From an optimization exercise on the open Yosys and OpenROAD flow, aimed at small area, a short achievable clock period and few clock cycles; shortcuts taken in it are not production practice. At most, simulation tests tie the RTL to the original design; equivalence was not proved. No activity file was given, so power comes from the tool's default toggle rates.

## bc_rx_engine
module bc_rx_engine (
    input  wire       clk,
    input  wire       rst,         
    input  wire       in_valid,
    output wire       in_ready,
    input  wire       in_kind,     
    input  wire [2:0] in_op,
    input  wire [7:0] in_data,
    output wire       out_valid,
    output wire [7:0] out_data,
    output wire       out_last,
    input  wire       out_ready
);
Size: ~1000 flip-flops, ~27 I/O pins, about 0.042 sq mm of cells after synthesis.
clock: 12.0 ns
lec_check: 0
cap_margin: 20
core_margin: 2
core_utilization: 70
cts_buf_list: sky130_fd_sc_hd__clkbuf_16
cts_cluster_diameter: 100
cts_cluster_size: 24
place_density: 0.8
slew_margin: 20
standard.sh (not shown) runs the stock make flow with config.mk's settings and CLKGATE_MAP_FILE= SYNTH_SCRIPT=/design/flow/synth_recipe.tcl, a recipe that flattens the netlist after the stock synthesis.
==> flow/flow/run.sh <==
#!/bin/bash
set -euo pipefail
bash standard.sh \
  "BUFFER_PORTS_ARGS=-buffer_cell sky130_fd_sc_hd__buf_2" \
  "SETUP_SLACK_MARGIN=${FLOW_SETUP_MARGIN:-8.5}" \
  finish > standard_finish.log 2>&1
Testbench counts at the start, summed over its fixed seeds: cycles 11,545.
Next try:
--- a/flow/flow/run.sh
+++ b/flow/flow/run.sh
@@ -5 +5 @@
-  "SETUP_SLACK_MARGIN=${FLOW_SETUP_MARGIN:-8.5}" \
+  "SETUP_SLACK_MARGIN=${FLOW_SETUP_MARGIN:-8.75}" \
--- a/flow/config.mk
+++ b/flow/config.mk
@@ -14 +13,0 @@
-export PLACE_DENSITY = 0.8
Effect: Wire length fell slightly. Core utilization rose by 1.0 points. Via count fell slightly. Cell area rose slightly. Cell count rose slightly. First-iteration DRC count fell by a few percent.
Next try:
--- a/flow/flow/run.sh
+++ b/flow/flow/run.sh
@@ -5 +5 @@
-  "SETUP_SLACK_MARGIN=${FLOW_SETUP_MARGIN:-8.75}" \
+  "SETUP_SLACK_MARGIN=${FLOW_SETUP_MARGIN:-8.5}" \
--- a/flow/config.mk
+++ b/flow/config.mk
@@ -10 +10 @@
-export CORE_UTILIZATION = 70
+export CORE_UTILIZATION = 65
Wire length is about the same.
Total power barely changes.
Sequential power stays flat.
Maximum frequency came out lower by 0.83%.
Count of clock-buffer cells in the layout is unchanged.
Final area is lower by 0.79%.
Next try:
--- a/flow/config.mk
+++ b/flow/config.mk
@@ -10 +10 @@
-export CORE_UTILIZATION = 65
+export CORE_UTILIZATION = 70
Design area is about the same.
Count of clock-buffer cells in the layout does not change.
Die area came out lower by 7.0%.
Routed wire length stays flat.
Core utilization came out higher by 5.0 points.
Area after synthesis does not change.
Worst setup slack is better by 0.015 ns.

* * *

Setup of north:
Another version of the RTL of bc_rx_engine (not shown whole).
Size in the first run: about 1,000 flip-flops, ~27 I/O pins.
Design bc_rx_engine, start of the top module:
module bc_rx_engine (
    input  wire       clk,
    input  wire       rst,         
    input  wire       in_valid,
    output wire       in_ready,
    input  wire       in_kind,     
    input  wire [2:0] in_op,
    input  wire [7:0] in_data,
    output wire       out_valid,
    output wire [7:0] out_data,
    output wire       out_last,
    input  wire       out_ready
);
    localparam integer CAP = 97;
    localparam integer IW  = 7;             
    localparam integer QD  = 2;             
    localparam integer QW  = 1;             
    localparam [7:0] MARKER = 8'h7A;
    localparam [7:0] ESCAPE = 8'h7B;
    localparam [2:0] OP_QFLAGS  = 3'd0;
    localparam [2:0] OP_POPD    = 3'd1;
    localparam [2:0] OP_POPDT   = 3'd2;
    localparam [2:0] OP_POPF    = 3'd3;
    localparam [2:0] OP_CLRD    = 3'd4;
    localparam [2:0] OP_CLRF    = 3'd5;
    localparam [2:0] OP_CLRC    = 3'd6;
    localparam [2:0] OP_SETMODE = 3'd7;
    localparam [1:0] K_ONE = 2'd0;          
    localparam [1:0] K_DAT = 2'd1;          
    localparam [1:0] K_FMT = 2'd2;          
    localparam [1:0] E_HDR = 2'd0;
    localparam [1:0] E_LEN = 2'd1;
    localparam [1:0] E_STA = 2'd2;
    localparam [1:0] E_PAY = 2'd3;
    function [IW-1:0] ring_inc;
        input [IW-1:0] a;
        begin
            ring_inc = (a == CAP - 1) ? {IW{1'b0}} : a + 1'b1;
        end
    endfunction
    function [IW-1:0] ring_dec;
        input [IW-1:0] a;
        begin
            ring_dec = (a == 0) ? CAP - 1 : a - 1'b1;
        end
    endfunction
    function in_range;
        input [IW-1:0] x;
        input [IW-1:0] p;
        input [IW:0]   r;
        reg   [IW:0]   t;
        reg   [IW:0]   d;
        begin
            t = {1'b0, x} - {1'b0, p};
            d = t[IW] ? t + CAP : t;
            in_range = d < r;
        end
    endfunction
    reg [7:0]    ring [0:CAP-1];
    reg          w_v;
  ...
export LEC_CHECK = 0
export CAP_MARGIN = 20
export CORE_MARGIN = 2
export CORE_UTILIZATION = 70
export CTS_BUF_LIST = sky130_fd_sc_hd__clkbuf_16
export CTS_CLUSTER_DIAMETER = 100
export CTS_CLUSTER_SIZE = 24
export SLEW_MARGIN = 20
create_clock -name core_clock -period 12.0 [get_ports {clk}]
==> flow/flow/run.sh <==
#!/bin/bash
set -euo pipefail
bash standard.sh \
  "BUFFER_PORTS_ARGS=-buffer_cell sky130_fd_sc_hd__buf_2" \
  "SETUP_SLACK_MARGIN=${FLOW_SETUP_MARGIN:-8.0}" \
  finish > standard_finish.log 2>&1
north reached the final stage; the timing, design-rule and antenna checks on its layout passed.
Testbench counts of north, summed over its fixed seeds: cycles 12,035.
Modified inputs, south compared to north
- swapping 100 for 120 in CTS_CLUSTER_DIAMETER
- swapping 24 for 30 in CTS_CLUSTER_SIZE
--- a/flow/flow/run.sh
+++ b/flow/flow/run.sh
@@ -5 +5 @@
-  "SETUP_SLACK_MARGIN=${FLOW_SETUP_MARGIN:-8.0}" \
+  "SETUP_SLACK_MARGIN=${FLOW_SETUP_MARGIN:-8.5}" \
Results
south reached the end of the flow, and the finished layout is clean on the timing, design-rule and antenna checks.
[south] fraction of area in non-clock buffers rose 0.15 points relative to north
Compare north and south | share of the cycle needed by the critical path after routing higher: north
In south, total power density per cell area is lower than in north.
Against north, south reports a non-clock buffer count that is higher.
NOTE routed length on met3 north->south increased by more than 10%
south reports its last element of the critical path as out_data[0] while north reports h_d[0].
Relative to north, the global-route usage of south is higher by 0.73 points.
Compared with north, in south slack of the worst reg-to-reg path increased 370 ps, combined area of the multi-input logic cells increased 43 sq um, routed wire length increased 1.8%, relative slew slack decreased 6.1 points.
Edits applied to the flow inputs when going from south to east:
- changing CTS_CLUSTER_SIZE from 30 to 24
- changing CTS_CLUSTER_DIAMETER from 120 to 100
--- a/flow/flow/run.sh
+++ b/flow/flow/run.sh
@@ -5 +5,2 @@
-  "SETUP_SLACK_MARGIN=${FLOW_SETUP_MARGIN:-8.5}" \
+  "SETUP_SLACK_MARGIN=8.5" \
+  "CTS_ARGS=-sink_clustering_enable -repair_clock_nets -sink_clustering_size 24 -sink_clustering_max_diameter 100 -buf_list sky130_fd_sc_hd__clkbuf_16 -apply_ndr half" \
Findings:
- Core util | east vs south | east higher
- east and south ended up with nearly the same maximum clock frequency.
- | fraction of area in multi-input gates | south vs east | ≈ equal |
- [compare] base=south new=east: final design instance area without fill saw an increase, share of the final layout cell area in sequential cells saw a decrease.
For west, these inputs were changed with respect to east:
- CTS_CLUSTER_DIAMETER now 80, was 100
- CTS_CLUSTER_SIZE now 20, was 24
==> flow/flow/run.sh <==
#!/bin/bash
set -euo pipefail
bash standard.sh \
  "BUFFER_PORTS_ARGS=-buffer_cell sky130_fd_sc_hd__buf_2" \
  "SETUP_SLACK_MARGIN=${FLOW_SETUP_MARGIN:-8.5}" \
  finish > standard_finish.log 2>&1
## What came out
Going from east to west, global-route track usage on met3 climbed 0.51 points; clock-buffer cell count climbed 9; sequential portion of the cell area dropped 0.41 points; clock-pin slew reported for the worst setup and hold paths after clock tree synthesis dropped 20 ps; final setup slack of the worst path barely changed.
Comparing west against east, there is no change at all in number of cells on the worst hold path.
west vs. east: worst-case vdd ir drop went up by 19%.
On wire length per cell after detailed routing, west and east are basically level.

* * *

Setup of job 5576:
bc_rx_engine, a different RTL version from the one above (not shown whole).
For scale: ~990 flip-flops, roughly 41000 µm² of cells after synthesis.
export LEC_CHECK = 0
export CAP_MARGIN = 5
export CORE_MARGIN = 2
export CORE_UTILIZATION = 70
export CTS_BUF_LIST = sky130_fd_sc_hd__clkbuf_16
export CTS_CLUSTER_DIAMETER = 100
export CTS_CLUSTER_SIZE = 24
export SLEW_MARGIN = 5
create_clock -name core_clock -period 12.0 [get_ports {clk}]
==> flow/flow/run.sh <==
#!/bin/bash
set -euo pipefail
bash standard.sh \
  "BUFFER_PORTS_ARGS=-buffer_cell sky130_fd_sc_hd__buf_2" \
  "SETUP_SLACK_MARGIN=${FLOW_SETUP_MARGIN:-9.0}" \
  finish > standard_finish.log 2>&1
Job 5576: no failed stages, no open violations at the end
Edits applied to the flow inputs when going from job 5576 to job 9245:
==> flow/flow/run.sh <==
#!/bin/bash
set -euo pipefail
bash standard.sh \
  "BUFFER_PORTS_ARGS=-buffer_cell sky130_fd_sc_hd__buf_2" \
  "SETUP_SLACK_MARGIN=${FLOW_SETUP_MARGIN:-8.5}" \
  finish > standard_finish.log 2>&1
==> flow/config.mk <==
export PLATFORM = sky130hd
export DESIGN_NAME = bc_rx_engine
export DESIGN_NICKNAME = bc_rx_engine
export VERILOG_FILES = /design/flow/design.v
export SDC_FILE = /design/flow/constraint.sdc
export NUM_CORES = 4
export LEC_CHECK = 0
export CAP_MARGIN = 20
export CORE_MARGIN = 2
export CORE_UTILIZATION = 70
export CTS_BUF_LIST = sky130_fd_sc_hd__clkbuf_16
export CTS_CLUSTER_DIAMETER = 100
export CTS_CLUSTER_SIZE = 24
export SLEW_MARGIN = 20
## What came out
The achievable frequency of job 9245 and that of job 5576 are within noise of each other. From job 5576 to job 9245 the numbers moved as follows: static leakage shows a reduction of about 1.5%, number of combinational gates with multiple inputs essentially unchanged, global-route usage over all layers down 0.20 points, post-route non-filler standard cell count now sits lower, relative max-transition margin now sits higher. Job 9245 against job 5576; number of gates resized after CTS is down by more than half.
Inputs modified between job 9245 and job 2095:
==> flow/flow/run.sh <==
#!/bin/bash
set -euo pipefail
bash standard.sh \
  "BUFFER_PORTS_ARGS=-buffer_cell sky130_fd_sc_hd__buf_2" \
  "SETUP_SLACK_MARGIN=${FLOW_SETUP_MARGIN:-9.0}" \
  finish > standard_finish.log 2>&1
--- outcome ---
In the metrics for job 2095 and job 9245, the one carrying the lower met3 layer wire length in the routed design is job 9245. When job 2095 is measured against job 9245, its global-route met2 utilization turns out 2.1 points higher. [job 2095] post-layout worst setup margin rose 0.013 ns relative to job 9245. [compare] base=job 9245 new=job 2095: cell leakage power now sits higher; post-route non-filler standard cell count up 0.32%; cell count after placement shows no meaningful change.
Function was not checked in any run of this note: the RTL went through the layout flow alone.

* * *

job 8243:
Another version of the RTL of bc_rx_engine (not shown whole).
For scale: ~2,300 cells after synthesis, roughly 990 flip-flops, roughly 27 I/O pins.
clock: 12.0 ns
lec_check: 0
cap_margin: 20
core_margin: 2
core_utilization: 60
slew_margin: 20
==> flow/flow/run.sh <==
#!/bin/bash
set -euo pipefail
bash standard.sh \
  "BUFFER_PORTS_ARGS=-buffer_cell sky130_fd_sc_hd__buf_2" \
  "SETUP_SLACK_MARGIN=${FLOW_SETUP_MARGIN:-8.0}" \
  finish > standard_finish.log 2>&1
Testbench counts of job 8243, summed over its fixed seeds: cycles 12,035.
What job 2760 does differently from job 8243 at the input level:
# job 8243
export LEC_CHECK = 0
export CAP_MARGIN = 20
export CORE_MARGIN = 2
export CORE_UTILIZATION = 60
export SLEW_MARGIN = 20
create_clock -name core_clock -period 12.0 [get_ports {clk}]
# job 2760
export LEC_CHECK = 0
export CAP_MARGIN = 20
export CORE_MARGIN = 2
export CORE_UTILIZATION = 40
export SLEW_MARGIN = 20
create_clock -name core_clock -period 12.0 [get_ports {clk}]
Results
- Status: share of the cycle needed by the critical path after routing parity (job 2760, job 8243)
- Against job 8243, job 2760 reports a met3 wire length that is lower.
- Higher insertion delay of the later-clocked pin in the worst-skew pair goes to job 2760 over job 8243.
- Comparing job 8243 and job 2760, the lower final instance area is on job 8243.
- For the effective utilization at floorplan, job 2760 came in 20 points lower than job 8243 did.
What job 4798 does differently from job 2760 at the input level:
# job 2760
export LEC_CHECK = 0
export CAP_MARGIN = 20
export CORE_MARGIN = 2
export CORE_UTILIZATION = 40
export SLEW_MARGIN = 20
create_clock -name core_clock -period 12.0 [get_ports {clk}]
# job 4798
export LEC_CHECK = 0
export CAP_MARGIN = 20
export CORE_MARGIN = 2
export CORE_UTILIZATION = 60
export CTS_BUF_LIST = sky130_fd_sc_hd__clkbuf_16
export CTS_CLUSTER_DIAMETER = 100
export CTS_CLUSTER_SIZE = 24
export SLEW_MARGIN = 20
create_clock -name core_clock -period 12.0 [get_ports {clk}]
--- outcome ---
- Sort job 4798 and job 2760 by minimum clock period after layout, descending, and job 4798 comes first.
- As of job 4798, met3 wire length had risen by a few percent compared to job 2760.
- Part of the power in registers for job 4798: 13 points up relative to job 2760
- Against job 2760, via count in job 4798 came out better.
- The lower overall power came out of job 4798.
## Diff of input files: job 9420 against job 4798
diff --git a/flow/flow/run.sh b/flow/flow/run.sh
--- a/flow/flow/run.sh
+++ b/flow/flow/run.sh
@@ -5 +5 @@
-  "SETUP_SLACK_MARGIN=${FLOW_SETUP_MARGIN:-8.0}" \
+  "SETUP_SLACK_MARGIN=${FLOW_SETUP_MARGIN:-9.0}" \
- Compared with job 4798, in job 9420 summed negative setup slack over all endpoints neither gained nor lost much, switching part of the total power neither gained nor lost much, number of nets in the finished design picked up an extra 2.0%, biggest cell delay along the critical path lost 150 ps.
- Combinational group share of total power ends up lower on job 4798.
- Re adder and majority cell fraction of the synthesized area: no difference whatsoever between job 9420 and job 4798.
- Routed wire length for job 9420 is higher than for job 4798.

* * *

Another version of the RTL of bc_rx_engine (not shown whole).
For scale: ~2,500 cells after synthesis, about 1,000 flip-flops, ~27 I/O pins, roughly 0.041 mm² of cells after synthesis.
clock: 12.0 ns
lec_check: 0
cap_margin: 20
core_margin: 2
core_utilization: 70
cts_buf_list: sky130_fd_sc_hd__clkbuf_16
cts_cluster_diameter: 100
cts_cluster_size: 24
slew_margin: 20
==> flow/flow/run.sh <==
#!/bin/bash
set -euo pipefail
bash standard.sh \
  "BUFFER_PORTS_ARGS=-buffer_cell sky130_fd_sc_hd__buf_2" \
  "SETUP_SLACK_MARGIN=${FLOW_SETUP_MARGIN:-9.0}" \
  finish > standard_finish.log 2>&1
Rerun with:
==> flow/flow/run.sh (replaced) <==
#!/bin/bash
set -euo pipefail
bash standard.sh \
  "BUFFER_PORTS_ARGS=-buffer_cell sky130_fd_sc_hd__buf_2" \
  "SETUP_SLACK_MARGIN=${FLOW_SETUP_MARGIN:-8.5}" \
  finish > standard_finish.log 2>&1
Wire length goes down by 2.5%. Setup slack gets worse by 10 ps. Sequential cell count stays the same. Hold slack loses 4.4 ps. Non-clock buffer count drops by 47. Sequential share of layout area grows by 1.8 points. Clock skew climbs by 4.0 ps. Final cell count came out lower by 1.5%. Core utilization is lower by 2.2 points. Power barely changes.
No functional check of the RTL was part of any run of this note.

* * *

Another version of the RTL of bc_rx_engine (not shown whole).
Size: ~1000 flip-flops, ~27 I/O pins.
## bc_rx_engine
module bc_rx_engine (
    input  wire       clk,
    input  wire       rst,         
    input  wire       in_valid,
    output wire       in_ready,
    input  wire       in_kind,     
    input  wire [2:0] in_op,
    input  wire [7:0] in_data,
    output wire       out_valid,
    output wire [7:0] out_data,
    output wire       out_last,
    input  wire       out_ready
);
    localparam integer CAP = 97;
    localparam integer IW  = 7;             
    localparam integer QD  = 2;             
    localparam integer QW  = 1;             
    localparam [7:0] MARKER = 8'h7A;
    localparam [7:0] ESCAPE = 8'h7B;
    localparam [2:0] OP_QFLAGS  = 3'd0;
    localparam [2:0] OP_POPD    = 3'd1;
    localparam [2:0] OP_POPDT   = 3'd2;
    localparam [2:0] OP_POPF    = 3'd3;
    localparam [2:0] OP_CLRD    = 3'd4;
    localparam [2:0] OP_CLRF    = 3'd5;
    localparam [2:0] OP_CLRC    = 3'd6;
    localparam [2:0] OP_SETMODE = 3'd7;
    localparam [1:0] K_ONE = 2'd0;          
    localparam [1:0] K_DAT = 2'd1;          
    localparam [1:0] K_FMT = 2'd2;          
    localparam [1:0] E_HDR = 2'd0;
    localparam [1:0] E_LEN = 2'd1;
    localparam [1:0] E_STA = 2'd2;
    localparam [1:0] E_PAY = 2'd3;
    function [IW-1:0] ring_inc;
        input [IW-1:0] a;
        begin
            ring_inc = (a == CAP - 1) ? {IW{1'b0}} : a + 1'b1;
        end
    endfunction
    function [IW-1:0] ring_dec;
        input [IW-1:0] a;
        begin
            ring_dec = (a == 0) ? CAP - 1 : a - 1'b1;
        end
    endfunction
    function in_range;
        input [IW-1:0] x;
        input [IW-1:0] p;
        input [IW:0]   r;
        reg   [IW:0]   t;
        reg   [IW:0]   d;
        begin
            t = {1'b0, x} - {1'b0, p};
            d = t[IW] ? t + CAP : t;
            in_range = d < r;
        end
    endfunction
    reg [7:0]    ring [0:CAP-1];
    reg          w_v;
    reg [IW-1:0] w_slot;        
    reg [7:0]    w_data;        
    always @(posedge clk) begin
        if (w_v)
            ring[w_slot] <= w_data;
    end
    reg       a_v, b_v;
    reg       a_kind, b_kind;
    reg [2:0] a_op, b_op;
    reg [7:0] a_d, b_d;
    reg       a_mk;             
    reg       a_esc;            
    reg       a_st;             
  ...
Settings: LEC_CHECK=0, CAP_MARGIN=20, CORE_MARGIN=2, CORE_UTILIZATION=70, SLEW_MARGIN=20; clock period 12.0 ns.
run.sh (not shown) runs the stock make flow with config.mk's settings and CLKGATE_MAP_FILE= SYNTH_SCRIPT=/design/flow/synth_recipe.tcl, a recipe that flattens the netlist after the stock synthesis.
Stock flow here: none of the scripts above is used.
Testbench counts at the start, summed over its fixed seeds: cycles 12,035.
==> next run, changes <==
--- a/flow/config.mk
+++ b/flow/config.mk
@@ -8,4 +8,4 @@
 export CAP_MARGIN = 20
 export CORE_MARGIN = 2
-export CORE_UTILIZATION = 70
+export CORE_UTILIZATION = 40
 export SLEW_MARGIN = 20
After rerunning: Utilization drops by 32 points; final area increases by about 2.3%; critical path depth is unchanged; worst hold slack is worse by 0.0054 ns; power went up by 2.7%; synthesized cell count is unchanged; sequential power hardly moves; clock-buffer cell count is higher by 3.

## port drivers added, routing unchanged
No port has a modelled driver above. Below, the same layouts with a new extraction and two added sets of constraints.
Step 1 assumes that a clkbuf_16 drives the clock port and a buf_2 every other input.
Step 2 moves the port delays by t, midway between the first and last clock arrival at a register: inputs arrive t later, outputs are due t later. That takes back most of the time a late clock gives input paths.
Three values: ideal, step 1, step 2; two values: the first two.
| run | t (ns) | setup WS [ns] | worst hold slack (ns) | worst setup path after step 2 |
|---|---|---|---|---|
| the first run of note 1 | 0.696 | 8.455 / 8.388 / 7.884 | 0.467 / 0.467 / 0.467 | input to register |
| the second run of note 1 | 0.689 | 8.477 / 8.409 / 8.042 | 0.464 / 0.464 / 0.464 | input to register |
| the third run of note 1 | 0.698 | 8.447 / 8.382 / 7.914 | 0.466 / 0.466 / 0.466 | input to register |
| the fourth run of note 1 | 0.679 | 8.462 / 8.399 / 7.925 | 0.468 / 0.468 / 0.468 | input to register |
| north | 0.685 | 8.129 / 8.129 / 7.540 | 0.453 / 0.453 / 0.453 | input to register |
| south | 0.671 | 8.445 / 8.383 / 7.961 | 0.462 / 0.462 / 0.462 | input to register |
| east | 0.674 | 8.438 / 8.377 / 7.938 | 0.463 / 0.463 / 0.463 | input to register |
| west | 0.696 | 8.437 / 8.373 / 7.929 | 0.453 / 0.453 / 0.453 | input to register |
| job 5576 | 0.687 | 8.269 / 8.203 / 8.412 | 0.466 / 0.466 / 0.466 | input to register |
| job 9245 | 0.692 | 8.263 / 8.201 / 7.944 | 0.460 / 0.460 / 0.460 | input to register |
| job 2095 | 0.685 | 8.277 / 8.212 / 8.411 | 0.466 / 0.466 / 0.466 | input to register |
| job 8243 | 0.710 | 8.158 / 8.160 / 7.491 | 0.460 / 0.460 / 0.460 | input to register |
| job 2760 | 0.732 | 8.175 / 8.149 / 7.488 | 0.465 / 0.465 / 0.465 | input to register |
| job 4798 | 0.692 | 8.095 / 8.131 / 7.439 | 0.464 / 0.464 / 0.464 | input to register |
| job 9420 | 0.683 | 8.300 / 8.232 / 7.985 | 0.463 / 0.463 / 0.463 | input to register |
| the first run of note 5 | 0.680 | 8.453 / 8.393 / 7.958 | 0.468 / 0.468 / 0.468 | input to register |
| the second run of note 5 | 0.698 | 8.443 / 8.376 / 7.965 | 0.464 / 0.464 / 0.464 | input to register |
| the first run of note 6 | 0.709 | 7.463 / 7.463 / 7.463 | 0.458 / 0.458 / 0.458 | register to register |
| the second run of note 6 | 0.742 | 7.659 / 7.597 / 7.659 | 0.453 / 0.453 / 0.453 | register to register |
After both steps every run listed still meets setup and hold. The setup slack of job 2760, which loses most, moves by -0.026 ns with the drivers and by -0.687 ns with both steps.
